From an optimization exercise on the open Yosys and OpenROAD flow, aimed at small area, a short achievable clock period and few clock cycles per item; shortcuts taken in it are not production practice. The RTL was checked by simulation tests, not by an equivalence proof against the original design.

==> flow/design.v (outline; a module is shown in full before it is edited, if it fits) <==
// module sdc_comp: 456 lines
// module fp_addsub: 102 lines
// module fp_mul_seq: 81 lines
// module booth_53x16: 48 lines
// module fp_div_seq: 65 lines
// module fp_divc: 84 lines
// module fp_round: 15 lines
// module i2f: 18 lines
module sdc_comp (
    input  wire        clk,
    input  wire        rst,
    input  wire        start,
    output wire        ready,
    input  wire [19:0] adc_t,
    input  wire [19:0] adc_p,
    input  wire [15:0] dig_t1,
    input  wire [15:0] dig_t2,
    input  wire [15:0] dig_t3,
    input  wire [15:0] dig_p1,
    input  wire [15:0] dig_p2,
    input  wire [15:0] dig_p3,
    input  wire [15:0] dig_p4,
    input  wire [15:0] dig_p5,
    input  wire [15:0] dig_p6,
    input  wire [15:0] dig_p7,
    input  wire [15:0] dig_p8,
    input  wire [15:0] dig_p9,
    output reg         done,
    output wire [63:0] t_fine,
    output wire [63:0] temperature,
    output wire [63:0] pressure,
    output wire        degenerate,
    output wire        alt_invalid
);
  // ...
==> flow/run.sh <==
#!/bin/bash
# synth_recipe.tcl (not shown) runs the flow's synth.tcl, then flattens the netlist and writes it again
# the make line also repeats each setting of config.mk as NAME=value (left out here)
make -C /OpenROAD-flow-scripts/flow DESIGN_CONFIG=/design/flow/config.mk WORK_HOME=/design/flow/orfs CLKGATE_MAP_FILE= SYNTH_SCRIPT=/design/flow/synth_recipe.tcl finish
==> flow/config.mk <==
export PLATFORM = sky130hd
export DESIGN_NAME = sdc_comp
export DESIGN_NICKNAME = sdc_comp
export VERILOG_FILES = /design/flow/design.v
export SDC_FILE = /design/flow/constraint.sdc
export NUM_CORES = 4
export LEC_CHECK = 0
export ABC_CLOCK_PERIOD_IN_PS = 5000
export CAP_MARGIN = 20
export CORE_MARGIN = 2
export CORE_UTILIZATION = 40
export SETUP_SLACK_MARGIN = 5
export SLEW_MARGIN = 20
==> flow/constraint.sdc <==
create_clock -name core_clock -period 16.0 [get_ports {clk}]
set_input_delay 3.2000 -clock core_clock [delete_from_list [all_inputs] [get_ports {clk}]]
set_output_delay 3.2000 -clock core_clock [all_outputs]
set_load 0.01 [all_outputs]
==> flow_summary.ini, run 1 <==
[detailed_routing]
vias_per_cell = 6.29
route.antenna.remaining_nets = 0
vias = 176227
wl_met3_mm = 108
drt-total-wl_mm = 888
dr.pass1.iters = 10
drc = 0
wl_met2_mm = 363

[timing]
finalSetupViolCount = 0
post-route-min-period_ns = 7.45
period_share = 0.466

[logic_synthesis]
yosys_warnings = 7
synth_adder_area_share = 0.111
yosysMostFrequentCell = edfxtp_1
synth_xor_xnor_area_share = 0.0640
synth_cell_types = 128
yosys.area_share.simple = 0.125
synth_compound_area_frac = 0.199
synth_seq_cells = 2921

[finish]
clkbuf_count = 415
syn2layout_area_growth_pct = 11.4
largest_register_ffs = 69
nets = 22722
nFlopsAndLatches = 2921
nonClockBufferCount = 877

[clocking]
cts_resized = 0
cts_hold_buf = 0

[setup_path]
path_class = flop to flop
endpoint_kind = flop
critPathMaxStageDelay_ns = 0.75
cp_common_cell = buf_4

[global_routing]
met1_usage = 0.450
grt_use_met3 = 0.0971
grt_use_met2 = 0.477

[status]
status = no timing/DRC/antenna violations

[hold_path]
hold_depth = 0

[die]
die_h_um = 715
ios = 431

[placement]
hpwl_mm = 678
Testbench counts, summed over its fixed seeds: cycles 34,432, items 1,600.
==> module sdc_comp, before the edit <==
module sdc_comp (
    input  wire        clk,
    input  wire        rst,
    input  wire        start,
    output wire        ready,
    input  wire [19:0] adc_t,
    input  wire [19:0] adc_p,
    input  wire [15:0] dig_t1,
    input  wire [15:0] dig_t2,
    input  wire [15:0] dig_t3,
    input  wire [15:0] dig_p1,
    input  wire [15:0] dig_p2,
    input  wire [15:0] dig_p3,
    input  wire [15:0] dig_p4,
    input  wire [15:0] dig_p5,
    input  wire [15:0] dig_p6,
    input  wire [15:0] dig_p7,
    input  wire [15:0] dig_p8,
    input  wire [15:0] dig_p9,
    output reg         done,
    output wire [63:0] t_fine,
    output wire [63:0] temperature,
    output wire [63:0] pressure,
    output wire        degenerate,
    output wire        alt_invalid
);
    localparam LASTPH = 5'd20;
    reg  [4:0] ph;        
    reg         v0;        
    reg         v1;        
    reg         v2;        
    reg         v3;        
    reg         v4;        
    reg         v5;        
    assign ready = (ph == LASTPH);
    wire accept = start && ready;
    always @(posedge clk) begin
        if (rst) begin
            ph <= 5'd0;
            v0 <= 1'b0; v1 <= 1'b0; v2 <= 1'b0; v3 <= 1'b0; v4 <= 1'b0; v5 <= 1'b0; done <= 1'b0;
        end else begin
            done <= v5 && (ph == 5'd18);
            if (ph == LASTPH) begin
                ph <= 5'd0;
                v5 <= v4;
                v4 <= v3;
                v3 <= v2;
                v2 <= v1;
                v1 <= v0;
                v0 <= accept;
            end else begin
                ph <= ph + 5'd1;
            end
        end
    end
    reg  [21:0] at_q;
    reg  [19:0] ap_q0, ap_q1, ap_q2;
    reg  [15:0] t1_q;
    reg  [15:0] t2_q;
    reg  [15:0] t3_q;
    reg  [15:0] p1_q0, p1_q1, p1_q2;
    reg  [15:0] p2_q0, p2_q1;
    reg  [15:0] p3_q0, p3_q1;
    reg  [15:0] p4_q0, p4_q1, p4_q2;
    reg  [15:0] p5_q0, p5_q1;
    reg  [15:0] p6_q0, p6_q1;
    reg  [15:0] p7_q0, p7_q1, p7_q2, p7_q3, p7_q4;
    reg  [15:0] p8_q0, p8_q1, p8_q2, p8_q3, p8_q4;
    reg  [15:0] p9_q0, p9_q1, p9_q2, p9_q3, p9_q4;
    always @(posedge clk) begin
        if (accept) begin
            at_q <= {2'b00, adc_t};
            t1_q <= dig_t1;
            t2_q <= dig_t2;
            t3_q <= dig_t3;
        end
        if (accept) begin
            ap_q0 <= adc_p;
            p1_q0 <= dig_p1;
            p2_q0 <= dig_p2;
            p3_q0 <= dig_p3;
            p4_q0 <= dig_p4;
            p5_q0 <= dig_p5;
            p6_q0 <= dig_p6;
            p7_q0 <= dig_p7;
            p8_q0 <= dig_p8;
            p9_q0 <= dig_p9;
        end
        if (ph == LASTPH) begin    
            ap_q1 <= ap_q0;
            ap_q2 <= ap_q1;
            p1_q1 <= p1_q0;
            p1_q2 <= p1_q1;
            p2_q1 <= p2_q0;
            p3_q1 <= p3_q0;
            p4_q1 <= p4_q0;
            p4_q2 <= p4_q1;
            p5_q1 <= p5_q0;
            p6_q1 <= p6_q0;
            p7_q1 <= p7_q0;
            p7_q2 <= p7_q1;
            p7_q3 <= p7_q2;
            p7_q4 <= p7_q3;
            p8_q1 <= p8_q0;
            p8_q2 <= p8_q1;
            p8_q3 <= p8_q2;
            p8_q4 <= p8_q3;
            p9_q1 <= p9_q0;
            p9_q2 <= p9_q1;
            p9_q3 <= p9_q2;
            p9_q4 <= p9_q3;
        end
    end
    reg  [63:0] r0;
    reg  [63:0] r1;
    reg  [63:0] r2_1, r2_2, r2_3, r2_4, r2_5;
    reg  [63:0] r3;
    reg  [63:0] r4;
    reg  [63:0] r5;
    reg  [63:0] r6_3, r6_4, r6_5;
    reg  [63:0] r7;
    reg         deg_2, deg_3, deg_4, deg_5;
    wire [2:0] m_xs_n;
    reg  [2:0] m_xs;
    wire [1:0] m_ys_n;
    reg  [1:0] m_ys;
    wire [3:0] m_ysi_n;
    reg  [3:0] m_ysi;
    wire [0:0] m_ld_n;
    reg  [0:0] m_ld;
    wire [1:0] m_n_n;
    reg  [1:0] m_n;
    wire [7:0] m_sc_n;
    reg  [7:0] m_sc;
    wire [0:0] r1_we_n;
    reg  [0:0] r1_we;
    wire [0:0] r0_we_n;
    reg  [0:0] r0_we;
    wire [2:0] a_xs_n;
    reg  [2:0] a_xs;
    wire [2:0] a_ys_n;
    reg  [2:0] a_ys;
    wire [0:0] a_nx_n;
    reg  [0:0] a_nx;
    wire [0:0] a_ny_n;
    reg  [0:0] a_ny;
    wire [7:0] a_sc_n;
    reg  [7:0] a_sc;
    wire [0:0] r2_we_n;
    reg  [0:0] r2_we;
    wire [0:0] q_xs_n;
    reg  [0:0] q_xs;
    wire [0:0] q_ld_n;
    reg  [0:0] q_ld;
    wire [0:0] q_25_n;
    reg  [0:0] q_25;
    wire [7:0] q_sc_n;
    reg  [7:0] q_sc;
    wire [0:0] r7_we_n;
    reg  [0:0] r7_we;
    wire [0:0] r3_we_n;
    reg  [0:0] r3_we;
    wire [0:0] r4_we_n;
    reg  [0:0] r4_we;
    wire [1:0] a_ysi_n;
    reg  [1:0] a_ysi;
    wire [0:0] r5_we_n;
    reg  [0:0] r5_we;
    wire [0:0] d_ld_n;
    reg  [0:0] d_ld;
    wire [7:0] d_sc_n;
    reg  [7:0] d_sc;
    wire [0:0] r6_we_n;
    reg  [0:0] r6_we;
    wire [0:0] r1_s_n;
    reg  [0:0] r1_s;
    wire [0:0] r0_s_n;
    reg  [0:0] r0_s;
    wire [0:0] r3_s_n;
    reg  [0:0] r3_s;
    wire [0:0] r5_s_n;
    reg  [0:0] r5_s;
    wire [0:0] deg_we_n;
    reg  [0:0] deg_we;
    wire [0:0] pmask_n;
    reg  [0:0] pmask;
    assign m_xs_n[0] = (v0 & ((ph == 5'd7))) | (v2 & ((ph == 5'd14))) | (v4 & ((ph == 5'd4)));
    assign m_xs_n[1] = (v1 & ((ph == 5'd6) | (ph == 5'd8) | (ph == 5'd12) | (ph == 5'd15) | (ph == 5'd16))) | (v2 & ((ph == 5'd13) | (ph == 5'd14))) | (v4 & ((ph == 5'd5)));
    assign m_xs_n[2] = (v3 & ((ph == 5'd18))) | (v4 & ((ph == 5'd4) | (ph == 5'd5)));
    assign m_ys_n[0] = (v1 & ((ph == 5'd8))) | (v3 & ((ph == 5'd18)));
    assign m_ys_n[1] = (v2 & ((ph == 5'd13))) | (v3 & ((ph == 5'd18)));
    assign m_ysi_n[0] = (v0 & ((ph == 5'd0))) | (v1 & ((ph == 5'd14) | (ph == 5'd15))) | (v2 & ((ph == 5'd13))) | (v4 & ((ph == 5'd4)));
    assign m_ysi_n[1] = (v0 & ((ph == 5'd6))) | (v1 & ((ph == 5'd11) | (ph == 5'd14))) | (v2 & ((ph == 5'd13)));
    assign m_ysi_n[2] = (v1 & ((ph == 5'd5) | (ph == 5'd11) | (ph == 5'd15))) | (v2 & ((ph == 5'd13)));
    assign m_ysi_n[3] = (v4 & ((ph == 5'd3) | (ph == 5'd4)));
    assign m_ld_n[0] = (v0 & ((ph == 5'd1) | (ph == 5'd2) | (ph == 5'd7))) | (v1 & ((ph == 5'd6) | (ph == 5'd8) | (ph == 5'd12) | (ph == 5'd15) | (ph == 5'd16))) | (v2 & ((ph == 5'd13) | (ph == 5'd14))) | (v3 & ((ph == 5'd18))) | (v4 & ((ph == 5'd4) | (ph == 5'd5)));
    assign m_n_n[0] = (v0 & ((ph == 5'd2)));
    assign m_n_n[1] = (v1 & ((ph == 5'd8))) | (v3 & ((ph == 5'd18)));
    assign m_sc_n[0] = (v1 & ((ph == 5'd6) | (ph == 5'd15) | (ph == 5'd16))) | (v4 & ((ph == 5'd4) | (ph == 5'd5)));
    assign m_sc_n[1] = (v0 & ((ph == 5'd1) | (ph == 5'd7)));
    assign m_sc_n[2] = (v0 & ((ph == 5'd7))) | (v1 & ((ph == 5'd16)));
    assign m_sc_n[3] = (v0 & ((ph == 5'd7))) | (v1 & ((ph == 5'd16)));
    assign m_sc_n[4] = (v0 & ((ph == 5'd1) | (ph == 5'd7))) | (v1 & ((ph == 5'd15))) | (v4 & ((ph == 5'd5)));
    assign m_sc_n[5] = (v0 & ((ph == 5'd1))) | (v1 & ((ph == 5'd15) | (ph == 5'd16))) | (v4 & ((ph == 5'd4) | (ph == 5'd5)));
    assign m_sc_n[6] = (v0 & ((ph == 5'd1) | (ph == 5'd7))) | (v1 & ((ph == 5'd15) | (ph == 5'd16))) | (v4 & ((ph == 5'd4) | (ph == 5'd5)));
    assign m_sc_n[7] = (v0 & ((ph == 5'd1) | (ph == 5'd7))) | (v1 & ((ph == 5'd15) | (ph == 5'd16))) | (v4 & ((ph == 5'd4) | (ph == 5'd5)));
    assign r1_we_n[0] = (v0 & ((ph == 5'd6) | (ph == 5'd10))) | (v1 & ((ph == 5'd18) | (ph == 5'd19))) | (v2 & ((ph == 5'd4) | (ph == 5'd7) | (ph == 5'd16))) | (v4 & ((ph == 5'd8)));
    assign r0_we_n[0] = (v0 & ((ph == 5'd4))) | (v1 & ((ph == 5'd15))) | (v2 & ((ph == 5'd2))) | (v4 & ((ph == 5'd3)));
    assign a_xs_n[0] = (v0 & ((ph == 5'd20))) | (v4 & ((ph == 5'd9))) | (v5 & ((ph == 5'd1)));
    assign a_xs_n[1] = (v1 & ((ph == 5'd19))) | (v2 & ((ph == 5'd0) | (ph == 5'd5) | (ph == 5'd8))) | (v4 & ((ph == 5'd9)));
    assign a_xs_n[2] = (v4 & ((ph == 5'd14))) | (v5 & ((ph == 5'd1)));
    assign a_ys_n[0] = (v0 & ((ph == 5'd15))) | (v1 & ((ph == 5'd19))) | (v2 & ((ph == 5'd5))) | (v4 & ((ph == 5'd9)));
    assign a_ys_n[1] = (v0 & ((ph == 5'd20))) | (v1 & ((ph == 5'd19))) | (v5 & ((ph == 5'd1)));
    assign a_ys_n[2] = (v2 & ((ph == 5'd0) | (ph == 5'd5))) | (v5 & ((ph == 5'd1)));
    assign a_nx_n[0] = (v2 & ((ph == 5'd8)));
    assign a_ny_n[0] = (v0 & ((ph == 5'd20)));
    assign a_sc_n[0] = (v0 & ((ph == 5'd20)));
    assign a_sc_n[1] = (v0 & ((ph == 5'd20))) | (v1 & ((ph == 5'd19))) | (v2 & ((ph == 5'd0))) | (v5 & ((ph == 5'd1)));
    assign a_sc_n[2] = (v0 & ((ph == 5'd20))) | (v1 & ((ph == 5'd19))) | (v2 & ((ph == 5'd0) | (ph == 5'd3))) | (v4 & ((ph == 5'd14))) | (v5 & ((ph == 5'd1)));
    assign a_sc_n[3] = (v0 & ((ph == 5'd20))) | (v1 & ((ph == 5'd19))) | (v2 & ((ph == 5'd0))) | (v4 & ((ph == 5'd14))) | (v5 & ((ph == 5'd1)));
    assign a_sc_n[4] = (v0 & ((ph == 5'd20))) | (v2 & ((ph == 5'd0))) | (v4 & ((ph == 5'd14))) | (v5 & ((ph == 5'd1)));
    assign a_sc_n[5] = (v0 & ((ph == 5'd20))) | (v1 & ((ph == 5'd19))) | (v4 & ((ph == 5'd14))) | (v5 & ((ph == 5'd1)));
    assign a_sc_n[6] = (v0 & ((ph == 5'd20))) | (v1 & ((ph == 5'd19))) | (v2 & ((ph == 5'd0))) | (v4 & ((ph == 5'd14))) | (v5 & ((ph == 5'd1)));
    assign a_sc_n[7] = (v0 & ((ph == 5'd20))) | (v1 & ((ph == 5'd19))) | (v2 & ((ph == 5'd0))) | (v4 & ((ph == 5'd14))) | (v5 & ((ph == 5'd1)));
    assign r2_we_n[0] = (v0 & ((ph == 5'd19)));
    assign q_xs_n[0] = (v5 & ((ph == 5'd8)));
    assign q_ld_n[0] = (v4 & ((ph == 5'd20))) | (v5 & ((ph == 5'd8)));
    assign q_25_n[0] = (v5 & ((ph == 5'd8)));
    assign q_sc_n[0] = 1'b0;
    assign q_sc_n[1] = (v4 & ((ph == 5'd20)));
    assign q_sc_n[2] = (v4 & ((ph == 5'd20)));
    assign q_sc_n[3] = 1'b0;
    assign q_sc_n[4] = (v4 & ((ph == 5'd20)));
    assign q_sc_n[5] = (v4 & ((ph == 5'd20)));
    assign q_sc_n[6] = (v4 & ((ph == 5'd20)));
    assign q_sc_n[7] = (v4 & ((ph == 5'd20)));
    assign r7_we_n[0] = (v5 & ((ph == 5'd8)));
    assign r3_we_n[0] = (v1 & ((ph == 5'd3) | (ph == 5'd14))) | (v2 & ((ph == 5'd12) | (ph == 5'd17))) | (v4 & ((ph == 5'd13) | (ph == 5'd18)));
    assign r4_we_n[0] = (v1 & ((ph == 5'd9))) | (v4 & ((ph == 5'd7)));
    assign a_ysi_n[0] = (v2 & ((ph == 5'd7)));
    assign a_ysi_n[1] = (v4 & ((ph == 5'd13)));
    assign r5_we_n[0] = (v2 & ((ph == 5'd9))) | (v5 & ((ph == 5'd5) | (ph == 5'd17)));
    assign d_ld_n[0] = (v2 & ((ph == 5'd18)));
    assign d_sc_n[0] = 1'b0;
    assign d_sc_n[1] = 1'b0;
    assign d_sc_n[2] = 1'b0;
    assign d_sc_n[3] = 1'b0;
    assign d_sc_n[4] = 1'b0;
    assign d_sc_n[5] = 1'b0;
    assign d_sc_n[6] = 1'b0;
    assign d_sc_n[7] = 1'b0;
    assign r6_we_n[0] = (v3 & ((ph == 5'd17)));
    assign r1_s_n[0] = (v2 & ((ph == 5'd4) | (ph == 5'd7)));
    assign r0_s_n[0] = (v2 & ((ph == 5'd2)));
    assign r3_s_n[0] = (v1 & ((ph == 5'd14))) | (v2 & ((ph == 5'd17)));
    assign r5_s_n[0] = (v5 & ((ph == 5'd17)));
    assign deg_we_n[0] = (v2 & ((ph == 5'd17)));
    assign pmask_n[0] = (v5 & ((ph == 5'd17)));
    always @(posedge clk) begin
        m_xs <= m_xs_n;
        m_ys <= m_ys_n;
        m_ysi <= m_ysi_n;
        m_ld <= m_ld_n;
        m_n <= m_n_n;
        m_sc <= m_sc_n;
        r1_we <= r1_we_n;
        r0_we <= r0_we_n;
        a_xs <= a_xs_n;
        a_ys <= a_ys_n;
        a_nx <= a_nx_n;
        a_ny <= a_ny_n;
        a_sc <= a_sc_n;
        r2_we <= r2_we_n;
        q_xs <= q_xs_n;
        q_ld <= q_ld_n;
        q_25 <= q_25_n;
        q_sc <= q_sc_n;
        r7_we <= r7_we_n;
        r3_we <= r3_we_n;
        r4_we <= r4_we_n;
        a_ysi <= a_ysi_n;
        r5_we <= r5_we_n;
        d_ld <= d_ld_n;
        d_sc <= d_sc_n;
        r6_we <= r6_we_n;
        r1_s <= r1_s_n;
        r0_s <= r0_s_n;
        r3_s <= r3_s_n;
        r5_s <= r5_s_n;
        deg_we <= deg_we_n;
        pmask <= pmask_n;
    end
    reg  [63:0] op_Mx;
    reg  [21:0] int_Mx;
    wire [63:0] cv_Mx;
    wire [63:0] cvc_Mx;
    reg  [31:0] cvq_Mx;    
    i2f u_i2f_Mx (.v(int_Mx), .f(cvc_Mx));
    always @(posedge clk) cvq_Mx <= cvc_Mx[63:32];
    assign cv_Mx = {cvq_Mx, 32'd0};
    always @* int_Mx = (at_q - {2'b00, t1_q, 4'd0});
    always @* begin
        case (m_xs)
            3'd0: op_Mx = cv_Mx;
            3'd1: op_Mx = r1;
            3'd2: op_Mx = r3;
            3'd3: op_Mx = r5;
            3'd4: op_Mx = r6_3;
            3'd5: op_Mx = r0;
            default: op_Mx = r6_4;
        endcase
    end
    reg  [63:0] op_My;
    reg  [21:0] int_My;
    wire [63:0] cv_My;
    wire [63:0] cvc_My;
    reg  [31:0] cvq_My;    
    i2f u_i2f_My (.v(int_My), .f(cvc_My));
    always @(posedge clk) cvq_My <= cvc_My[63:32];
    assign cv_My = {cvq_My, 32'd0};
    always @* begin
        case (m_ysi)
            4'd0: int_My = (at_q - {2'b00, t1_q, 4'd0});
            4'd1: int_My = {{6{t2_q[15]}}, t2_q};
            4'd2: int_My = {{6{t3_q[15]}}, t3_q};
            4'd3: int_My = {{6{p6_q1[15]}}, p6_q1};
            4'd4: int_My = {{6{p5_q1[15]}}, p5_q1};
            4'd5: int_My = {{6{p3_q1[15]}}, p3_q1};
            4'd6: int_My = {{6{p2_q1[15]}}, p2_q1};
            4'd7: int_My = {6'd0, p1_q2};
            4'd8: int_My = {{6{p9_q4[15]}}, p9_q4};
            default: int_My = {{6{p8_q4[15]}}, p8_q4};
        endcase
    end
    always @* begin
        case (m_ys)
            2'd0: op_My = cv_My;
            2'd1: op_My = r3;
            2'd2: op_My = 64'h40B86A0000000000;
            default: op_My = r6_3;
        endcase
    end
    reg  [63:0] op_Ax;
    always @* begin
        case (a_xs)
            3'd0: op_Ax = r0;
            3'd1: op_Ax = r2_1;
            3'd2: op_Ax = r1;
            3'd3: op_Ax = r4;
            3'd4: op_Ax = r3;
            default: op_Ax = r6_5;
        endcase
    end
    reg  [63:0] op_Ay;
    reg  [21:0] int_Ay;
    wire [63:0] cv_Ay;
    wire [63:0] cvc_Ay;
    reg  [31:0] cvq_Ay;    
    i2f u_i2f_Ay (.v(int_Ay), .f(cvc_Ay));
    always @(posedge clk) cvq_Ay <= cvc_Ay[63:32];
    assign cv_Ay = {cvq_Ay, 32'd0};
    always @* begin
        case (a_ysi)
            2'd0: int_Ay = {{6{p4_q2[15]}}, p4_q2};
            2'd1: int_Ay = {1'b0, 21'd1048576 - {1'b0, ap_q2}};
            default: int_Ay = {{6{p7_q4[15]}}, p7_q4};
        endcase
    end
    always @* begin
        case (a_ys)
            3'd0: op_Ay = cv_Ay;
            3'd1: op_Ay = r1;
            3'd2: op_Ay = 64'h40FF400000000000;
            3'd3: op_Ay = r4;
            3'd4: op_Ay = r0;
            3'd5: op_Ay = 64'h3FF0000000000000;
            default: op_Ay = r3;
        endcase
    end
    reg  [63:0] op_Qx;
    always @* begin
        case (q_xs)
            1'd0: op_Qx = r2_5;
            default: op_Qx = r5;
        endcase
    end
    reg  [63:0] op_Dx;
    always @* begin
        op_Dx = r1;
    end
    reg  [63:0] op_Dy;
    always @* begin
        op_Dy = r3;
    end
    wire [63:0] m_res, a_res, d_res, q_res;
    wire        m_zero, q_zero;
    reg         alt_q;
    fp_mul_seq u_mul (.clk(clk), .ld(m_ld), .a(op_Mx), .b(op_My), .nsel(m_n), .scale(m_sc), .result(m_res), .zero(m_zero));
    fp_addsub u_add (.clk(clk), .a({op_Ax[63] ^ a_nx, op_Ax[62:0]}), .b({op_Ay[63] ^ a_ny, op_Ay[62:0]}), .scale(a_sc), .result(a_res));
    fp_div_seq u_div (.clk(clk), .ld(d_ld), .a(op_Dx), .b(op_Dy), .scale(d_sc), .result(d_res));
    fp_divc u_divc (.clk(clk), .ld(q_ld), .a(op_Qx), .by25(q_25), .scale(q_sc), .result(q_res), .zero(q_zero));
    wire        pdeg = pmask & deg_5;
    wire [63:0] q_resm = pdeg ? 64'd0 : q_res;
    always @(posedge clk) begin
        if (r0_we) begin
            case (r0_s)
                1'd0: r0 <= m_res;
                1'd1: r0 <= a_res;
                default: r0 <= a_res;
            endcase
        end
        if (r1_we) begin
            case (r1_s)
                1'd0: r1 <= m_res;
                1'd1: r1 <= a_res;
                default: r1 <= a_res;
            endcase
        end
        if (r2_we) r2_1 <= a_res;
        if (r3_we) begin
            case (r3_s)
                1'd0: r3 <= a_res;
                1'd1: r3 <= m_res;
                default: r3 <= m_res;
            endcase
        end
        if (r4_we) r4 <= m_res;
        if (r5_we) begin
            case (r5_s)
                1'd0: r5 <= a_res;
                1'd1: r5 <= q_resm;
                default: r5 <= q_resm;
            endcase
        end
        if (r6_we) r6_3 <= d_res;
        if (r7_we) r7 <= q_resm;
        if (deg_we) deg_2 <= m_zero;
        if (pmask) alt_q <= !pdeg && q_res[63] && !q_zero;    
        if (ph == LASTPH) begin    
            r2_2 <= r2_1;
            r2_3 <= r2_2;
            r2_4 <= r2_3;
            r2_5 <= r2_4;
            r6_4 <= r6_3;
            r6_5 <= r6_4;
            deg_3 <= deg_2;
            deg_4 <= deg_3;
            deg_5 <= deg_4;
        end
    end
    assign t_fine      = r2_5;
    assign temperature = r7;
    assign degenerate  = deg_5;
    assign pressure    = r5;
    assign alt_invalid = alt_q;
endmodule
==> run 2: changes to the inputs <==
--- a/flow/design.v
+++ b/flow/design.v
@@ -25,5 +25,5 @@
     output wire        alt_invalid
 );
-    localparam LASTPH = 5'd20;
+    localparam LASTPH = 5'd18;
     reg  [4:0] ph;        
     reg         v0;        
@@ -33,4 +33,5 @@
     reg         v4;        
     reg         v5;        
+    reg         v6;        
     assign ready = (ph == LASTPH);
     wire accept = start && ready;
@@ -38,9 +39,10 @@
         if (rst) begin
             ph <= 5'd0;
-            v0 <= 1'b0; v1 <= 1'b0; v2 <= 1'b0; v3 <= 1'b0; v4 <= 1'b0; v5 <= 1'b0; done <= 1'b0;
+            v0 <= 1'b0; v1 <= 1'b0; v2 <= 1'b0; v3 <= 1'b0; v4 <= 1'b0; v5 <= 1'b0; v6 <= 1'b0; done <= 1'b0;
         end else begin
-            done <= v5 && (ph == 5'd18);
+            done <= v6 && (ph == 5'd15);
             if (ph == LASTPH) begin
                 ph <= 5'd0;
+                v6 <= v5;
                 v5 <= v4;
                 v4 <= v3;
@@ -65,5 +67,5 @@
     reg  [15:0] p5_q0, p5_q1;
     reg  [15:0] p6_q0, p6_q1;
-    reg  [15:0] p7_q0, p7_q1, p7_q2, p7_q3, p7_q4;
+    reg  [15:0] p7_q0, p7_q1, p7_q2, p7_q3, p7_q4, p7_q5;
     reg  [15:0] p8_q0, p8_q1, p8_q2, p8_q3, p8_q4;
     reg  [15:0] p9_q0, p9_q1, p9_q2, p9_q3, p9_q4;
@@ -102,4 +104,5 @@
             p7_q3 <= p7_q2;
             p7_q4 <= p7_q3;
+            p7_q5 <= p7_q4;
             p8_q1 <= p8_q0;
             p8_q2 <= p8_q1;
@@ -114,11 +117,11 @@
     reg  [63:0] r0;
     reg  [63:0] r1;
-    reg  [63:0] r2_1, r2_2, r2_3, r2_4, r2_5;
+    reg  [63:0] r2_0, r2_1, r2_2, r2_3, r2_4, r2_5, r2_6;
     reg  [63:0] r3;
     reg  [63:0] r4;
     reg  [63:0] r5;
-    reg  [63:0] r6_3, r6_4, r6_5;
+    reg  [63:0] r6_4, r6_5;
     reg  [63:0] r7;
-    reg         deg_2, deg_3, deg_4, deg_5;
+    reg         deg_3, deg_4, deg_5, deg_6;
     wire [2:0] m_xs_n;
     reg  [2:0] m_xs;
@@ -133,8 +136,8 @@
     wire [7:0] m_sc_n;
     reg  [7:0] m_sc;
-    wire [0:0] r1_we_n;
-    reg  [0:0] r1_we;
     wire [0:0] r0_we_n;
     reg  [0:0] r0_we;
+    wire [0:0] r1_we_n;
+    reg  [0:0] r1_we;
     wire [2:0] a_xs_n;
     reg  [2:0] a_xs;
@@ -161,8 +164,8 @@
     wire [0:0] r3_we_n;
     reg  [0:0] r3_we;
-    wire [0:0] r4_we_n;
-    reg  [0:0] r4_we;
     wire [1:0] a_ysi_n;
     reg  [1:0] a_ysi;
+    wire [0:0] r4_we_n;
+    reg  [0:0] r4_we;
     wire [0:0] r5_we_n;
     reg  [0:0] r5_we;
@@ -173,8 +176,10 @@
     wire [0:0] r6_we_n;
     reg  [0:0] r6_we;
+    wire [1:0] r0_s_n;
+    reg  [1:0] r0_s;
     wire [0:0] r1_s_n;
     reg  [0:0] r1_s;
-    wire [0:0] r0_s_n;
-    reg  [0:0] r0_s;
+    wire [0:0] r7_s_n;
+    reg  [0:0] r7_s;
     wire [0:0] r3_s_n;
     reg  [0:0] r3_s;
@@ -185,61 +190,61 @@
     wire [0:0] pmask_n;
     reg  [0:0] pmask;
-    assign m_xs_n[0] = (v0 & ((ph == 5'd7))) | (v2 & ((ph == 5'd14))) | (v4 & ((ph == 5'd4)));
-    assign m_xs_n[1] = (v1 & ((ph == 5'd6) | (ph == 5'd8) | (ph == 5'd12) | (ph == 5'd15) | (ph == 5'd16))) | (v2 & ((ph == 5'd13) | (ph == 5'd14))) | (v4 & ((ph == 5'd5)));
-    assign m_xs_n[2] = (v3 & ((ph == 5'd18))) | (v4 & ((ph == 5'd4) | (ph == 5'd5)));
-    assign m_ys_n[0] = (v1 & ((ph == 5'd8))) | (v3 & ((ph == 5'd18)));
-    assign m_ys_n[1] = (v2 & ((ph == 5'd13))) | (v3 & ((ph == 5'd18)));
-    assign m_ysi_n[0] = (v0 & ((ph == 5'd0))) | (v1 & ((ph == 5'd14) | (ph == 5'd15))) | (v2 & ((ph == 5'd13))) | (v4 & ((ph == 5'd4)));
-    assign m_ysi_n[1] = (v0 & ((ph == 5'd6))) | (v1 & ((ph == 5'd11) | (ph == 5'd14))) | (v2 & ((ph == 5'd13)));
-    assign m_ysi_n[2] = (v1 & ((ph == 5'd5) | (ph == 5'd11) | (ph == 5'd15))) | (v2 & ((ph == 5'd13)));
-    assign m_ysi_n[3] = (v4 & ((ph == 5'd3) | (ph == 5'd4)));
-    assign m_ld_n[0] = (v0 & ((ph == 5'd1) | (ph == 5'd2) | (ph == 5'd7))) | (v1 & ((ph == 5'd6) | (ph == 5'd8) | (ph == 5'd12) | (ph == 5'd15) | (ph == 5'd16))) | (v2 & ((ph == 5'd13) | (ph == 5'd14))) | (v3 & ((ph == 5'd18))) | (v4 & ((ph == 5'd4) | (ph == 5'd5)));
-    assign m_n_n[0] = (v0 & ((ph == 5'd2)));
-    assign m_n_n[1] = (v1 & ((ph == 5'd8))) | (v3 & ((ph == 5'd18)));
-    assign m_sc_n[0] = (v1 & ((ph == 5'd6) | (ph == 5'd15) | (ph == 5'd16))) | (v4 & ((ph == 5'd4) | (ph == 5'd5)));
-    assign m_sc_n[1] = (v0 & ((ph == 5'd1) | (ph == 5'd7)));
-    assign m_sc_n[2] = (v0 & ((ph == 5'd7))) | (v1 & ((ph == 5'd16)));
-    assign m_sc_n[3] = (v0 & ((ph == 5'd7))) | (v1 & ((ph == 5'd16)));
-    assign m_sc_n[4] = (v0 & ((ph == 5'd1) | (ph == 5'd7))) | (v1 & ((ph == 5'd15))) | (v4 & ((ph == 5'd5)));
-    assign m_sc_n[5] = (v0 & ((ph == 5'd1))) | (v1 & ((ph == 5'd15) | (ph == 5'd16))) | (v4 & ((ph == 5'd4) | (ph == 5'd5)));
-    assign m_sc_n[6] = (v0 & ((ph == 5'd1) | (ph == 5'd7))) | (v1 & ((ph == 5'd15) | (ph == 5'd16))) | (v4 & ((ph == 5'd4) | (ph == 5'd5)));
-    assign m_sc_n[7] = (v0 & ((ph == 5'd1) | (ph == 5'd7))) | (v1 & ((ph == 5'd15) | (ph == 5'd16))) | (v4 & ((ph == 5'd4) | (ph == 5'd5)));
-    assign r1_we_n[0] = (v0 & ((ph == 5'd6) | (ph == 5'd10))) | (v1 & ((ph == 5'd18) | (ph == 5'd19))) | (v2 & ((ph == 5'd4) | (ph == 5'd7) | (ph == 5'd16))) | (v4 & ((ph == 5'd8)));
-    assign r0_we_n[0] = (v0 & ((ph == 5'd4))) | (v1 & ((ph == 5'd15))) | (v2 & ((ph == 5'd2))) | (v4 & ((ph == 5'd3)));
-    assign a_xs_n[0] = (v0 & ((ph == 5'd20))) | (v4 & ((ph == 5'd9))) | (v5 & ((ph == 5'd1)));
-    assign a_xs_n[1] = (v1 & ((ph == 5'd19))) | (v2 & ((ph == 5'd0) | (ph == 5'd5) | (ph == 5'd8))) | (v4 & ((ph == 5'd9)));
-    assign a_xs_n[2] = (v4 & ((ph == 5'd14))) | (v5 & ((ph == 5'd1)));
-    assign a_ys_n[0] = (v0 & ((ph == 5'd15))) | (v1 & ((ph == 5'd19))) | (v2 & ((ph == 5'd5))) | (v4 & ((ph == 5'd9)));
-    assign a_ys_n[1] = (v0 & ((ph == 5'd20))) | (v1 & ((ph == 5'd19))) | (v5 & ((ph == 5'd1)));
-    assign a_ys_n[2] = (v2 & ((ph == 5'd0) | (ph == 5'd5))) | (v5 & ((ph == 5'd1)));
+    assign m_xs_n[0] = (v0 & ((ph == 5'd6))) | (v1 & ((ph == 5'd13) | (ph == 5'd14))) | (v2 & ((ph == 5'd15))) | (v4 & ((ph == 5'd17)));
+    assign m_xs_n[1] = (v1 & ((ph == 5'd4) | (ph == 5'd5) | (ph == 5'd7))) | (v2 & ((ph == 5'd15))) | (v3 & ((ph == 5'd0))) | (v4 & ((ph == 5'd17)));
+    assign m_xs_n[2] = (v4 & ((ph == 5'd10) | (ph == 5'd16)));
+    assign m_ys_n[0] = (v1 & ((ph == 5'd7))) | (v4 & ((ph == 5'd10)));
+    assign m_ys_n[1] = (v3 & ((ph == 5'd0))) | (v4 & ((ph == 5'd10)));
+    assign m_ysi_n[0] = (v0 & ((ph == 5'd2))) | (v1 & ((ph == 5'd12) | (ph == 5'd13))) | (v2 & ((ph == 5'd14))) | (v4 & ((ph == 5'd15)));
+    assign m_ysi_n[1] = (v0 & ((ph == 5'd5))) | (v1 & ((ph == 5'd4) | (ph == 5'd12))) | (v2 & ((ph == 5'd14)));
+    assign m_ysi_n[2] = (v1 & ((ph == 5'd3) | (ph == 5'd4) | (ph == 5'd13))) | (v2 & ((ph == 5'd14)));
+    assign m_ysi_n[3] = (v4 & ((ph == 5'd15) | (ph == 5'd16)));
+    assign m_ld_n[0] = (v0 & ((ph == 5'd1) | (ph == 5'd3) | (ph == 5'd6))) | (v1 & ((ph == 5'd4) | (ph == 5'd5) | (ph == 5'd7) | (ph == 5'd13) | (ph == 5'd14))) | (v2 & ((ph == 5'd15))) | (v3 & ((ph == 5'd0))) | (v4 & ((ph == 5'd10) | (ph == 5'd16) | (ph == 5'd17)));
+    assign m_n_n[0] = (v0 & ((ph == 5'd1)));
+    assign m_n_n[1] = (v1 & ((ph == 5'd7))) | (v4 & ((ph == 5'd10)));
+    assign m_sc_n[0] = (v1 & ((ph == 5'd4) | (ph == 5'd13) | (ph == 5'd14))) | (v4 & ((ph == 5'd16) | (ph == 5'd17)));
+    assign m_sc_n[1] = (v0 & ((ph == 5'd3) | (ph == 5'd6)));
+    assign m_sc_n[2] = (v0 & ((ph == 5'd6))) | (v1 & ((ph == 5'd14)));
+    assign m_sc_n[3] = (v0 & ((ph == 5'd6))) | (v1 & ((ph == 5'd14)));
+    assign m_sc_n[4] = (v0 & ((ph == 5'd3) | (ph == 5'd6))) | (v1 & ((ph == 5'd13))) | (v4 & ((ph == 5'd16)));
+    assign m_sc_n[5] = (v0 & ((ph == 5'd3))) | (v1 & ((ph == 5'd13) | (ph == 5'd14))) | (v4 & ((ph == 5'd16) | (ph == 5'd17)));
+    assign m_sc_n[6] = (v0 & ((ph == 5'd3) | (ph == 5'd6))) | (v1 & ((ph == 5'd13) | (ph == 5'd14))) | (v4 & ((ph == 5'd16) | (ph == 5'd17)));
+    assign m_sc_n[7] = (v0 & ((ph == 5'd3) | (ph == 5'd6))) | (v1 & ((ph == 5'd13) | (ph == 5'd14))) | (v4 & ((ph == 5'd16) | (ph == 5'd17)));
+    assign r0_we_n[0] = (v0 & ((ph == 5'd5) | (ph == 5'd6))) | (v1 & ((ph == 5'd12) | (ph == 5'd16) | (ph == 5'd17))) | (v2 & ((ph == 5'd2) | (ph == 5'd3))) | (v5 & ((ph == 5'd0) | (ph == 5'd11))) | (v6 & ((ph == 5'd14)));
+    assign r1_we_n[0] = (v0 & ((ph == 5'd9))) | (v1 & ((ph == 5'd0))) | (v2 & ((ph == 5'd7) | (ph == 5'd12)));
+    assign a_xs_n[0] = (v0 & ((ph == 5'd15))) | (v5 & ((ph == 5'd2) | (ph == 5'd12)));
+    assign a_xs_n[1] = (v2 & ((ph == 5'd8))) | (v5 & ((ph == 5'd2)));
+    assign a_xs_n[2] = (v5 & ((ph == 5'd7) | (ph == 5'd12)));
+    assign a_ys_n[0] = (v0 & ((ph == 5'd10))) | (v1 & ((ph == 5'd17))) | (v2 & ((ph == 5'd4)));
+    assign a_ys_n[1] = (v0 & ((ph == 5'd15))) | (v1 & ((ph == 5'd17))) | (v5 & ((ph == 5'd2) | (ph == 5'd12)));
+    assign a_ys_n[2] = (v1 & ((ph == 5'd18))) | (v2 & ((ph == 5'd4))) | (v5 & ((ph == 5'd2) | (ph == 5'd12)));
     assign a_nx_n[0] = (v2 & ((ph == 5'd8)));
-    assign a_ny_n[0] = (v0 & ((ph == 5'd20)));
-    assign a_sc_n[0] = (v0 & ((ph == 5'd20)));
-    assign a_sc_n[1] = (v0 & ((ph == 5'd20))) | (v1 & ((ph == 5'd19))) | (v2 & ((ph == 5'd0))) | (v5 & ((ph == 5'd1)));
-    assign a_sc_n[2] = (v0 & ((ph == 5'd20))) | (v1 & ((ph == 5'd19))) | (v2 & ((ph == 5'd0) | (ph == 5'd3))) | (v4 & ((ph == 5'd14))) | (v5 & ((ph == 5'd1)));
-    assign a_sc_n[3] = (v0 & ((ph == 5'd20))) | (v1 & ((ph == 5'd19))) | (v2 & ((ph == 5'd0))) | (v4 & ((ph == 5'd14))) | (v5 & ((ph == 5'd1)));
-    assign a_sc_n[4] = (v0 & ((ph == 5'd20))) | (v2 & ((ph == 5'd0))) | (v4 & ((ph == 5'd14))) | (v5 & ((ph == 5'd1)));
-    assign a_sc_n[5] = (v0 & ((ph == 5'd20))) | (v1 & ((ph == 5'd19))) | (v4 & ((ph == 5'd14))) | (v5 & ((ph == 5'd1)));
-    assign a_sc_n[6] = (v0 & ((ph == 5'd20))) | (v1 & ((ph == 5'd19))) | (v2 & ((ph == 5'd0))) | (v4 & ((ph == 5'd14))) | (v5 & ((ph == 5'd1)));
-    assign a_sc_n[7] = (v0 & ((ph == 5'd20))) | (v1 & ((ph == 5'd19))) | (v2 & ((ph == 5'd0))) | (v4 & ((ph == 5'd14))) | (v5 & ((ph == 5'd1)));
-    assign r2_we_n[0] = (v0 & ((ph == 5'd19)));
-    assign q_xs_n[0] = (v5 & ((ph == 5'd8)));
-    assign q_ld_n[0] = (v4 & ((ph == 5'd20))) | (v5 & ((ph == 5'd8)));
-    assign q_25_n[0] = (v5 & ((ph == 5'd8)));
+    assign a_ny_n[0] = (v0 & ((ph == 5'd15)));
+    assign a_sc_n[0] = (v0 & ((ph == 5'd15)));
+    assign a_sc_n[1] = (v0 & ((ph == 5'd15))) | (v1 & ((ph == 5'd17) | (ph == 5'd18))) | (v5 & ((ph == 5'd12)));
+    assign a_sc_n[2] = (v0 & ((ph == 5'd15))) | (v1 & ((ph == 5'd17) | (ph == 5'd18))) | (v2 & ((ph == 5'd3))) | (v5 & ((ph == 5'd7) | (ph == 5'd12)));
+    assign a_sc_n[3] = (v0 & ((ph == 5'd15))) | (v1 & ((ph == 5'd17) | (ph == 5'd18))) | (v5 & ((ph == 5'd7) | (ph == 5'd12)));
+    assign a_sc_n[4] = (v0 & ((ph == 5'd15))) | (v1 & ((ph == 5'd18))) | (v5 & ((ph == 5'd7) | (ph == 5'd12)));
+    assign a_sc_n[5] = (v0 & ((ph == 5'd15))) | (v1 & ((ph == 5'd17))) | (v5 & ((ph == 5'd7) | (ph == 5'd12)));
+    assign a_sc_n[6] = (v0 & ((ph == 5'd15))) | (v1 & ((ph == 5'd17) | (ph == 5'd18))) | (v5 & ((ph == 5'd7) | (ph == 5'd12)));
+    assign a_sc_n[7] = (v0 & ((ph == 5'd15))) | (v1 & ((ph == 5'd17) | (ph == 5'd18))) | (v5 & ((ph == 5'd7) | (ph == 5'd12)));
+    assign r2_we_n[0] = (v0 & ((ph == 5'd14)));
+    assign q_xs_n[0] = (v6 & ((ph == 5'd5)));
+    assign q_ld_n[0] = (v5 & ((ph == 5'd15))) | (v6 & ((ph == 5'd5)));
+    assign q_25_n[0] = (v6 & ((ph == 5'd5)));
     assign q_sc_n[0] = 1'b0;
-    assign q_sc_n[1] = (v4 & ((ph == 5'd20)));
-    assign q_sc_n[2] = (v4 & ((ph == 5'd20)));
+    assign q_sc_n[1] = (v5 & ((ph == 5'd15)));
+    assign q_sc_n[2] = (v5 & ((ph == 5'd15)));
     assign q_sc_n[3] = 1'b0;
-    assign q_sc_n[4] = (v4 & ((ph == 5'd20)));
-    assign q_sc_n[5] = (v4 & ((ph == 5'd20)));
-    assign q_sc_n[6] = (v4 & ((ph == 5'd20)));
-    assign q_sc_n[7] = (v4 & ((ph == 5'd20)));
-    assign r7_we_n[0] = (v5 & ((ph == 5'd8)));
-    assign r3_we_n[0] = (v1 & ((ph == 5'd3) | (ph == 5'd14))) | (v2 & ((ph == 5'd12) | (ph == 5'd17))) | (v4 & ((ph == 5'd13) | (ph == 5'd18)));
-    assign r4_we_n[0] = (v1 & ((ph == 5'd9))) | (v4 & ((ph == 5'd7)));
+    assign q_sc_n[4] = (v5 & ((ph == 5'd15)));
+    assign q_sc_n[5] = (v5 & ((ph == 5'd15)));
+    assign q_sc_n[6] = (v5 & ((ph == 5'd15)));
+    assign q_sc_n[7] = (v5 & ((ph == 5'd15)));
+    assign r7_we_n[0] = (v5 & ((ph == 5'd16))) | (v6 & ((ph == 5'd5)));
+    assign r3_we_n[0] = (v1 & ((ph == 5'd7))) | (v2 & ((ph == 5'd18))) | (v5 & ((ph == 5'd6)));
     assign a_ysi_n[0] = (v2 & ((ph == 5'd7)));
-    assign a_ysi_n[1] = (v4 & ((ph == 5'd13)));
-    assign r5_we_n[0] = (v2 & ((ph == 5'd9))) | (v5 & ((ph == 5'd5) | (ph == 5'd17)));
-    assign d_ld_n[0] = (v2 & ((ph == 5'd18)));
+    assign a_ysi_n[1] = (v5 & ((ph == 5'd6)));
+    assign r4_we_n[0] = (v1 & ((ph == 5'd8))) | (v3 & ((ph == 5'd3))) | (v5 & ((ph == 5'd1)));
+    assign r5_we_n[0] = (v2 & ((ph == 5'd8))) | (v4 & ((ph == 5'd15)));
+    assign d_ld_n[0] = (v3 & ((ph == 5'd4)));
     assign d_sc_n[0] = 1'b0;
     assign d_sc_n[1] = 1'b0;
@@ -250,11 +255,13 @@
     assign d_sc_n[6] = 1'b0;
     assign d_sc_n[7] = 1'b0;
-    assign r6_we_n[0] = (v3 & ((ph == 5'd17)));
-    assign r1_s_n[0] = (v2 & ((ph == 5'd4) | (ph == 5'd7)));
-    assign r0_s_n[0] = (v2 & ((ph == 5'd2)));
-    assign r3_s_n[0] = (v1 & ((ph == 5'd14))) | (v2 & ((ph == 5'd17)));
-    assign r5_s_n[0] = (v5 & ((ph == 5'd17)));
-    assign deg_we_n[0] = (v2 & ((ph == 5'd17)));
-    assign pmask_n[0] = (v5 & ((ph == 5'd17)));
+    assign r6_we_n[0] = (v4 & ((ph == 5'd4)));
+    assign r0_s_n[0] = (v2 & ((ph == 5'd2) | (ph == 5'd3))) | (v5 & ((ph == 5'd11)));
+    assign r0_s_n[1] = (v6 & ((ph == 5'd14)));
+    assign r1_s_n[0] = (v1 & ((ph == 5'd0))) | (v2 & ((ph == 5'd7) | (ph == 5'd12)));
+    assign r7_s_n[0] = (v5 & ((ph == 5'd16)));
+    assign r3_s_n[0] = (v5 & ((ph == 5'd6)));
+    assign r5_s_n[0] = (v4 & ((ph == 5'd15)));
+    assign deg_we_n[0] = (v2 & ((ph == 5'd18)));
+    assign pmask_n[0] = (v6 & ((ph == 5'd14)));
     always @(posedge clk) begin
         m_xs <= m_xs_n;
@@ -264,6 +271,6 @@
         m_n <= m_n_n;
         m_sc <= m_sc_n;
-        r1_we <= r1_we_n;
         r0_we <= r0_we_n;
+        r1_we <= r1_we_n;
         a_xs <= a_xs_n;
         a_ys <= a_ys_n;
@@ -278,12 +285,13 @@
         r7_we <= r7_we_n;
         r3_we <= r3_we_n;
-        r4_we <= r4_we_n;
         a_ysi <= a_ysi_n;
+        r4_we <= r4_we_n;
         r5_we <= r5_we_n;
         d_ld <= d_ld_n;
         d_sc <= d_sc_n;
         r6_we <= r6_we_n;
-        r1_s <= r1_s_n;
         r0_s <= r0_s_n;
+        r1_s <= r1_s_n;
+        r7_s <= r7_s_n;
         r3_s <= r3_s_n;
         r5_s <= r5_s_n;
@@ -303,9 +311,7 @@
         case (m_xs)
             3'd0: op_Mx = cv_Mx;
-            3'd1: op_Mx = r1;
-            3'd2: op_Mx = r3;
+            3'd1: op_Mx = r0;
+            3'd2: op_Mx = r1;
             3'd3: op_Mx = r5;
-            3'd4: op_Mx = r6_3;
-            3'd5: op_Mx = r0;
             default: op_Mx = r6_4;
         endcase
@@ -336,7 +342,7 @@
         case (m_ys)
             2'd0: op_My = cv_My;
-            2'd1: op_My = r3;
+            2'd1: op_My = r1;
             2'd2: op_My = 64'h40B86A0000000000;
-            default: op_My = r6_3;
+            default: op_My = r6_4;
         endcase
     end
@@ -345,5 +351,5 @@
         case (a_xs)
             3'd0: op_Ax = r0;
-            3'd1: op_Ax = r2_1;
+            3'd1: op_Ax = r2_0;
             3'd2: op_Ax = r1;
             3'd3: op_Ax = r4;
@@ -364,5 +370,5 @@
             2'd0: int_Ay = {{6{p4_q2[15]}}, p4_q2};
             2'd1: int_Ay = {1'b0, 21'd1048576 - {1'b0, ap_q2}};
-            default: int_Ay = {{6{p7_q4[15]}}, p7_q4};
+            default: int_Ay = {{6{p7_q5[15]}}, p7_q5};
         endcase
     end
@@ -372,8 +378,8 @@
             3'd1: op_Ay = r1;
             3'd2: op_Ay = 64'h40FF400000000000;
-            3'd3: op_Ay = r4;
-            3'd4: op_Ay = r0;
+            3'd3: op_Ay = r3;
+            3'd4: op_Ay = r4;
             3'd5: op_Ay = 64'h3FF0000000000000;
-            default: op_Ay = r3;
+            default: op_Ay = r0;
         endcase
     end
@@ -382,10 +388,10 @@
         case (q_xs)
             1'd0: op_Qx = r2_5;
-            default: op_Qx = r5;
+            default: op_Qx = r7;
         endcase
     end
     reg  [63:0] op_Dx;
     always @* begin
-        op_Dx = r1;
+        op_Dx = r4;
     end
     reg  [63:0] op_Dy;
@@ -400,12 +406,13 @@
     fp_div_seq u_div (.clk(clk), .ld(d_ld), .a(op_Dx), .b(op_Dy), .scale(d_sc), .result(d_res));
     fp_divc u_divc (.clk(clk), .ld(q_ld), .a(op_Qx), .by25(q_25), .scale(q_sc), .result(q_res), .zero(q_zero));
-    wire        pdeg = pmask & deg_5;
+    wire        pdeg = pmask & deg_6;
     wire [63:0] q_resm = pdeg ? 64'd0 : q_res;
     always @(posedge clk) begin
         if (r0_we) begin
             case (r0_s)
-                1'd0: r0 <= m_res;
-                1'd1: r0 <= a_res;
-                default: r0 <= a_res;
+                2'd0: r0 <= m_res;
+                2'd1: r0 <= a_res;
+                2'd2: r0 <= q_resm;
+                default: r0 <= q_resm;
             endcase
         end
@@ -417,10 +424,10 @@
             endcase
         end
-        if (r2_we) r2_1 <= a_res;
+        if (r2_we) r2_0 <= a_res;
         if (r3_we) begin
             case (r3_s)
-                1'd0: r3 <= a_res;
-                1'd1: r3 <= m_res;
-                default: r3 <= m_res;
+                1'd0: r3 <= m_res;
+                1'd1: r3 <= a_res;
+                default: r3 <= a_res;
             endcase
         end
@@ -429,28 +436,35 @@
             case (r5_s)
                 1'd0: r5 <= a_res;
-                1'd1: r5 <= q_resm;
-                default: r5 <= q_resm;
+                1'd1: r5 <= m_res;
+                default: r5 <= m_res;
+            endcase
+        end
+        if (r6_we) r6_4 <= d_res;
+        if (r7_we) begin
+            case (r7_s)
+                1'd0: r7 <= q_resm;
+                1'd1: r7 <= a_res;
+                default: r7 <= a_res;
             endcase
         end
-        if (r6_we) r6_3 <= d_res;
-        if (r7_we) r7 <= q_resm;
-        if (deg_we) deg_2 <= m_zero;
+        if (deg_we) deg_3 <= m_zero;
         if (pmask) alt_q <= !pdeg && q_res[63] && !q_zero;    
         if (ph == LASTPH) begin    
+            r2_1 <= r2_0;
             r2_2 <= r2_1;
             r2_3 <= r2_2;
             r2_4 <= r2_3;
             r2_5 <= r2_4;
-            r6_4 <= r6_3;
+            r2_6 <= r2_5;
             r6_5 <= r6_4;
-            deg_3 <= deg_2;
             deg_4 <= deg_3;
             deg_5 <= deg_4;
+            deg_6 <= deg_5;
         end
     end
-    assign t_fine      = r2_5;
+    assign t_fine      = r2_6;
     assign temperature = r7;
-    assign degenerate  = deg_5;
-    assign pressure    = r5;
+    assign degenerate  = deg_6;
+    assign pressure    = r0;
     assign alt_invalid = alt_q;
 endmodule
@@ -571,8 +585,8 @@
     reg  [7:0]   sc_q;
     reg  [52:0]  ma;
-    reg  [63:0]  mb;
-    reg  [2:0]   cnt;
+    reg  [53:0]  mb;
+    reg  [1:0]   cnt;
     reg          first;
-    reg  [69:0]  ps, pc;
+    reg  [71:0]  ps, pc;
     reg          bv, bfirst, blast;
     reg          bsign, bzero;
@@ -583,11 +597,11 @@
     reg          rsign, rzero;
     reg  [12:0]  rexp;
-    wire [63:0]  bsig = {1'b1, b[51:0], 11'd0};
-    wire [139:0] pp;
-    booth_53x16 u_pp (.m(ma), .y(mb[15:0]), .sc(pp));
-    wire [69:0]  accx = bfirst ? 70'd0 : {17'd0, acc};
-    wire [69:0]  cs_s = accx ^ ps ^ pc;
-    wire [69:0]  cs_c = ((accx & ps) | (accx & pc) | (ps & pc)) << 1;
-    wire [69:0]  full = cs_s + cs_c;
+    wire [53:0]  bsig = {1'b1, b[51:0], 1'b0};
+    wire [143:0] pp;
+    booth_53x18 u_pp (.m(ma), .y(mb[17:0]), .sc(pp));
+    wire [71:0]  accx = bfirst ? 72'd0 : {19'd0, acc};
+    wire [71:0]  cs_s = accx ^ ps ^ pc;
+    wire [71:0]  cs_c = ((accx & ps) | (accx & pc) | (ps & pc)) << 1;
+    wire [71:0]  full = cs_s + cs_c;
     always @(posedge clk) begin
         if (ld) begin
@@ -598,19 +612,19 @@
             sc_q   <= scale;
             ma     <= {1'b1, a[51:0]};
-            mb     <= (nsel == 2'd0) ? {48'd0, bsig[63:48]} :
-                      (nsel == 2'd1) ? {32'd0, bsig[63:32]} : bsig;
-            cnt    <= (nsel == 2'd0) ? 3'd1 : (nsel == 2'd1) ? 3'd2 : 3'd4;
+            mb     <= (nsel == 2'd0) ? {36'd0, bsig[53:36]} :
+                      (nsel == 2'd1) ? {18'd0, bsig[53:18]} : bsig;
+            cnt    <= (nsel == 2'd0) ? 2'd1 : (nsel == 2'd1) ? 2'd2 : 2'd3;
             first  <= 1'b1;
-        end else if (cnt != 3'd0) begin
-            mb     <= {16'd0, mb[63:16]};
-            cnt    <= cnt - 3'd1;
+        end else if (cnt != 2'd0) begin
+            mb     <= {18'd0, mb[53:18]};
+            cnt    <= cnt - 2'd1;
             first  <= 1'b0;
         end
-        ps     <= pp[69:0];
-        pc     <= pp[139:70];
-        bv     <= (cnt != 3'd0);
+        ps     <= pp[71:0];
+        pc     <= pp[143:72];
+        bv     <= (cnt != 2'd0);
         bfirst <= first;
-        blast  <= (cnt == 3'd1);
-        if (cnt == 3'd1) begin
+        blast  <= (cnt == 2'd1);
+        if (cnt == 2'd1) begin
             bsign <= sign_q;
             bzero <= zero_q;
@@ -623,7 +637,7 @@
         end
         if (bv) begin
-            acc <= full[68:16];
-            g   <= full[15:14];
-            st  <= (!bfirst && (st | (|g))) | (|full[13:0]);
+            acc <= full[70:18];
+            g   <= full[17:16];
+            st  <= (!bfirst && (st | (|g))) | (|full[15:0]);
         end
     end
@@ -638,17 +652,17 @@
     );
 endmodule
-module booth_53x16 (
-    input  wire [52:0] m,
-    input  wire [15:0] y,
-    output wire [139:0] sc
+module booth_53x18 (
+    input  wire [52:0]  m,
+    input  wire [17:0]  y,
+    output wire [143:0] sc
 );
-    wire [17:0] yy = {1'b0, y, 1'b0};       
-    wire [69:0] row [0:9];
-    wire [8:0]  negs;
-    reg  [69:0] nfix;                       
+    wire [19:0] yy = {1'b0, y, 1'b0};       
+    wire [71:0] row [0:10];
+    wire [9:0]  negs;
+    reg  [71:0] nfix;                       
     genvar i;
     generate
-        for (i = 0; i < 9; i = i + 1) begin : g_pp
-            wire [2:0]  t    = (i == 8) ? {2'b00, y[15]} : yy[2*i+2:2*i];
+        for (i = 0; i < 10; i = i + 1) begin : g_pp
+            wire [2:0]  t    = (i == 9) ? {2'b00, y[17]} : yy[2*i+2:2*i];
             wire        neg  = t[2] & ~(t[1] & t[0]);
             wire        one  = t[1] ^ t[0];
@@ -657,31 +671,31 @@
             wire [54:0] pp   = neg ? ~mag : mag;
             wire [54:0] ppi  = {~pp[54], pp[53:0]};
-            assign row[i] = {{15{1'b0}}, ppi} << (2 * i);
+            assign row[i] = {{17{1'b0}}, ppi} << (2 * i);
             assign negs[i] = neg;
         end
     endgenerate
     always @* begin
-        nfix = 70'h2AAAC0000000000000;
+        nfix = 72'hAAAAC0000000000000;
         nfix[0] = negs[0]; nfix[2] = negs[1]; nfix[4] = negs[2]; nfix[6] = negs[3];
         nfix[8] = negs[4]; nfix[10] = negs[5]; nfix[12] = negs[6]; nfix[14] = negs[7];
-        nfix[16] = negs[8];
+        nfix[16] = negs[8]; nfix[18] = negs[9];
     end
-    assign row[9]  = nfix;
-    function [139:0] csa;    
-        input [69:0] a, b, c;
+    assign row[10] = nfix;
+    function [143:0] csa;    
+        input [71:0] a, b, c;
         begin
-            csa[69:0]   = a ^ b ^ c;
-            csa[139:70] = ((a & b) | (a & c) | (b & c)) << 1;
+            csa[71:0]   = a ^ b ^ c;
+            csa[143:72] = ((a & b) | (a & c) | (b & c)) << 1;
         end
     endfunction
-    wire [139:0] l1a = csa(row[0], row[1], row[2]);
-    wire [139:0] l1b = csa(row[3], row[4], row[5]);
-    wire [139:0] l1c = csa(row[6], row[7], row[8]);
-    wire [139:0] l2a = csa(l1a[69:0], l1a[139:70], l1b[69:0]);
-    wire [139:0] l2b = csa(l1b[139:70], l1c[69:0], l1c[139:70]);
-    wire [139:0] l3a = csa(l2a[69:0], l2a[139:70], l2b[69:0]);
-    wire [139:0] l3b = csa(l2b[139:70], row[9], 70'd0);
-    wire [139:0] l4  = csa(l3a[69:0], l3a[139:70], l3b[69:0]);
-    wire [139:0] l5  = csa(l4[69:0], l4[139:70], l3b[139:70]);
+    wire [143:0] l1a = csa(row[0], row[1], row[2]);
+    wire [143:0] l1b = csa(row[3], row[4], row[5]);
+    wire [143:0] l1c = csa(row[6], row[7], row[8]);
+    wire [143:0] l2a = csa(l1a[71:0], l1a[143:72], l1b[71:0]);
+    wire [143:0] l2b = csa(l1b[143:72], l1c[71:0], l1c[143:72]);
+    wire [143:0] l3a = csa(l2a[71:0], l2a[143:72], l2b[71:0]);
+    wire [143:0] l3b = csa(l2b[143:72], row[9], row[10]);
+    wire [143:0] l4  = csa(l3a[71:0], l3a[143:72], l3b[71:0]);
+    wire [143:0] l5  = csa(l4[71:0], l4[143:72], l3b[143:72]);
     assign sc = l5;
 endmodule
@@ -700,27 +714,30 @@
     reg  [54:0]  dv3;       
     reg  [55:0]  dv5, dv7;  
-    reg  [53:0]  rem;       
-    reg  [56:0]  quo;
-    wire [57:0] r8 = {1'b0, rem, 3'b000};
-    wire [57:0] t1 = r8 - {4'd0, dv, 1'b0};
-    wire [57:0] t2 = r8 - {3'd0, dv, 2'b00};
-    wire [57:0] t3 = r8 - {2'd0, dv3, 1'b0};
-    wire [57:0] t4 = r8 - {2'd0, dv, 3'b000};
-    wire [57:0] t5 = r8 - {1'd0, dv5, 1'b0};
-    wire [57:0] t6 = r8 - {1'd0, dv3, 2'b00};
-    wire [57:0] t7 = r8 - {1'd0, dv7, 1'b0};
+    reg  [52:0]  rem;       
+    reg  [54:0]  quo;
+    wire [56:0] r8 = {1'b0, rem, 3'b000};
+    wire [56:0] t1 = r8 - {4'd0, dv};
+    wire [56:0] t2 = r8 - {3'd0, dv, 1'b0};
+    wire [56:0] t3 = r8 - {2'd0, dv3};
+    wire [56:0] t4 = r8 - {2'd0, dv, 2'b00};
+    wire [56:0] t5 = r8 - {1'd0, dv5};
+    wire [56:0] t6 = r8 - {1'd0, dv3, 1'b0};
+    wire [56:0] t7 = r8 - {1'd0, dv7};
     reg  [2:0]  dg;
-    reg  [53:0] rn;
+    reg  [52:0] rn;
     always @* begin
-        if      (!t7[57]) begin dg = 3'd7; rn = t7[53:0]; end
-        else if (!t6[57]) begin dg = 3'd6; rn = t6[53:0]; end
-        else if (!t5[57]) begin dg = 3'd5; rn = t5[53:0]; end
-        else if (!t4[57]) begin dg = 3'd4; rn = t4[53:0]; end
-        else if (!t3[57]) begin dg = 3'd3; rn = t3[53:0]; end
-        else if (!t2[57]) begin dg = 3'd2; rn = t2[53:0]; end
-        else if (!t1[57]) begin dg = 3'd1; rn = t1[53:0]; end
-        else              begin dg = 3'd0; rn = r8[53:0]; end
+        if      (!t7[56]) begin dg = 3'd7; rn = t7[52:0]; end
+        else if (!t6[56]) begin dg = 3'd6; rn = t6[52:0]; end
+        else if (!t5[56]) begin dg = 3'd5; rn = t5[52:0]; end
+        else if (!t4[56]) begin dg = 3'd4; rn = t4[52:0]; end
+        else if (!t3[56]) begin dg = 3'd3; rn = t3[52:0]; end
+        else if (!t2[56]) begin dg = 3'd2; rn = t2[52:0]; end
+        else if (!t1[56]) begin dg = 3'd1; rn = t1[52:0]; end
+        else              begin dg = 3'd0; rn = r8[52:0]; end
     end
+    wire [52:0] mx = {1'b1, a[51:0]};
     wire [52:0] my = {1'b1, b[51:0]};
+    wire [53:0] d0 = {1'b0, mx} - {1'b0, my};
+    wire        q0 = !d0[53];
     always @(posedge clk) begin
         if (ld) begin
@@ -732,20 +749,20 @@
             dv5    <= {3'b000, my} + {1'b0, my, 2'b00};
             dv7    <= {my, 3'b000} - {3'b000, my};
-            rem    <= {1'b0, 1'b1, a[51:0]};
-            quo    <= 57'd0;
-            cnt    <= 5'd19;
+            rem    <= q0 ? d0[52:0] : mx;
+            quo    <= {54'd0, q0};
+            cnt    <= 5'd18;
         end else if (cnt != 5'd0) begin
             rem <= rn;
-            quo <= {quo[53:0], dg};
+            quo <= {quo[51:0], dg};
             cnt <= cnt - 5'd1;
         end
     end
-    wire top = quo[56];
+    wire top = quo[54];
     wire rem_nz = |rem;
     fp_round u_rnd (
         .sign(sign_q), .zero(zero_q), .exp(exp_q + {12'd0, top}),
-        .mant(top ? quo[56:4] : quo[55:3]),
-        .guard(top ? quo[3] : quo[2]),
-        .sticky(top ? (|quo[2:0] | rem_nz) : (|quo[1:0] | rem_nz)),
+        .mant(top ? quo[54:2] : quo[53:1]),
+        .guard(top ? quo[1] : quo[0]),
+        .sticky(top ? (quo[0] | rem_nz) : rem_nz),
         .result(result)
     );
@@ -846,6 +863,6 @@
     wire        up = guard & (sticky | mant[0]);
     wire [53:0] m1 = {1'b0, mant} + {53'd0, up};
-    wire [12:0] e1 = m1[53] ? exp + 13'd1 : exp;
-    wire [51:0] f1 = m1[53] ? m1[52:1] : m1[51:0];
+    wire [12:0] e1 = exp + {12'd0, up & (&mant)};    
+    wire [51:0] f1 = m1[51:0];
     assign result = zero ? {sign, 63'd0} : {sign, e1[10:0], f1};
 endmodule
==> run 2 against run 1 <==
Effect of this change:
- sequential share of layout area about the same
- clock skew up 0.055 ns
- critical endpoint is now u_div.rem[3]
- via count up 0.92%
- register-to-register slack worse by 0.18 ns
- utilization up 0.053 points
- worst hold slack worse by 0.019 ns
- setup slack worse by 0.18 ns
- synthesized cell count up 2.1%
- clock-buffer cell count up 15
- first-iteration DRC count down 5.9%
==> flow_summary.ini, run 2 <==
[logic_synthesis]
synth_cell_types = 124
ys_seq_area_frac = 0.391
yosys_warnings = 7
synth_top_area_cell = edfxtp_1
syn_avg_cell_area_um2 = 9.68
yosysMostFrequentCell = edfxtp_1
synth_seq_cells = 2994
synth_edf_count = 2145
ys.flop_type = edfxtp_1
synth_top_area_share = 0.310
ys_top_cells_by_area = edfxtp_1 (31%), dfxtp_1 (8.2%), ha_1 (6.9%)
syn-cell-area_mm2 = 0.208

[clocking]
htree_num_levels = 5
clock-root-buffer = clkbuf_16
cts_tree = yes
clockBufferDepth = 4
clk_latency_ns = 1.04
cts_buffers = 336
clk_pin_slew_ns = 0.06
cts_resized = 0
cts_setup_buffers = 0
clkSinkCount = 2994
cts_hold_buf = 0

[detailed_routing]
drc = 0
wl_per_cell_um = 30.6
route.antenna.remaining_nets = 0
vias = 177857
dr.pass1.iters = 11
drt-total-wl_mm = 877
first_iter_violations = 23862
vias_per_cell = 6.21

[setup_path]
path_class = flop to flop
crit_fanout = 43
cp-start-kind = flop
critPathMaxStageDelay_ns = 0.91
endpoint_kind = flop
cp_common_cell = a211oi_1
cp.arrival_ns = 8.35
crit_required_ns = 16.73
cp_num_buf_inv = 2
cp_slowest_cell = a31oi_4

[timing]
tns_ns = 0
fin_worst_skew_ns = 0.113
finalMaxSlewViolations = 0
grt_setup_unrepaired = no
post-route-min-period_ns = 7.63
finalSetupViolCount = 0
period_share = 0.477

[global_routing]
grt_pass1_wl_mm = 1230
track_usage = 0.319
gr-total-overflow = 0
grt_pass1_vias = 166153

[placement]
gp_congestion = 1.07
hpwl_mm = 663

[finish]
syn2layout_area_growth_pct = 11.3
final_layout_size_suffix_gt1_frac = 0.0840
final_cell_mix = edfxtp_1 (2,145), nand2_1 (1,700), a21oi_1 (1,564)
nets = 23238
largest_register_ffs = 71
layout_commonest_cell = edfxtp_1

[hold_path]
hp-class = flop to flop

[status]
status = no timing/DRC/antenna violations

[die]
row_count = 264
core_area_mm2 = 0.518
initial_core_util = 0.402
ios = 431
die_x_um = 725
die_h_um = 725
==> run 2: cell types whose count changed in the layout (fill, tap and decap cells not counted), sizes merged, moves of 74 or more <==
cell   change
a22oi    -110
a21oi    +150
o21ai     -99
nor2     +111
mux2      +91
nand2     +87
ha        +74
==> run 2: final timing paths <==
path	slack (ns)	end	startpoint	cells past startpoint
setup / recovery	8.37	u_div.rem[3]	u_div.rem[1]	18
hold / removal	0.31	u_add.s2_exp[7]	u_add.s1_exp[7]	0
hold reg to reg	0.31	u_add.s2_exp[7]	u_add.s1_exp[7]	0
setup reg to reg	8.37	u_div.rem[3]	u_div.rem[1]	18
==> run 2: routing by layer <==
metal  track usage  share of wire
met5       0.00263        0.00084
met3        0.0919           0.11
met2         0.480           0.43
met4         0.187          0.072
met1         0.408           0.39
==> run 2: layout make-up <==
class | count | area (µm²)
diodes | 68 | 170
clock buffers | 430 | 9300
clock inverters | 193 | 2190
well taps | 6916 | 8650
fillers | 49476 | 286000
multi-input cells | 15739 | 117000
inverters | 1448 | 5470
repair buffers | 845 | 7520
flip-flops and latches | 2994 | 81500
==> run 2: through the flow <==
stage	cell area (µm²)	worst slack (ns)	instances	hold WS [ns]
floorplan	208000	5.68	21490	0.310
global placement	220000	8.80	27932	0.311
detailed placement	220000	8.76	27932	0.312
CTS	231000	8.74	28555	0.318
global route	231000	8.15	28569	0.326
finish	231000	8.37	28633	0.306
==> run 2: cell families (layout without fill, tap and decap cells) <==
kind of cell,Yosys count,in the layout,share of synthesized area
compound gates,5986,5986,0.188
xor+xnor,1457,1457,0.0613
fa+ha+maj,1640,1640,0.116
buf+inv,2757,2916,0.0508
flops,2994,2994,0.391
mux,1090,1090,0.0655
other cells,0,68,0
simple gates,5566,5566,0.126
Testbench counts of run 2, summed over its fixed seeds: cycles 31,296, items 1,600.

## afterwards: timing with drivers on the ports
No port has a modelled driver above. Below, the same layouts with a new extraction and two added sets of constraints.
Step 1 sets driving cells, clkbuf_16 on the clock port and buf_2 on the other inputs (assumed; they add their load-dependent delay and slew).
Step 2 moves the port delays by t, midway between the first and last clock arrival at a register: inputs arrive t later, outputs are due t later. That takes back most of the time a late clock gives input paths.
Slacks: ideal ports / drivers / drivers and shift; pairs: ideal ports / drivers.
run | t, ns | slack for setup (ns) | worst setup path after step 2 | worst data-port slew with drivers (ns)
run 1 | 1.144 | 8.548 / 8.548 / 8.548 | register to register | 0.09
run 2 | 1.111 | 8.373 / 8.373 / 8.373 | register to register | 0.09
After both steps every run listed still meets setup and hold.
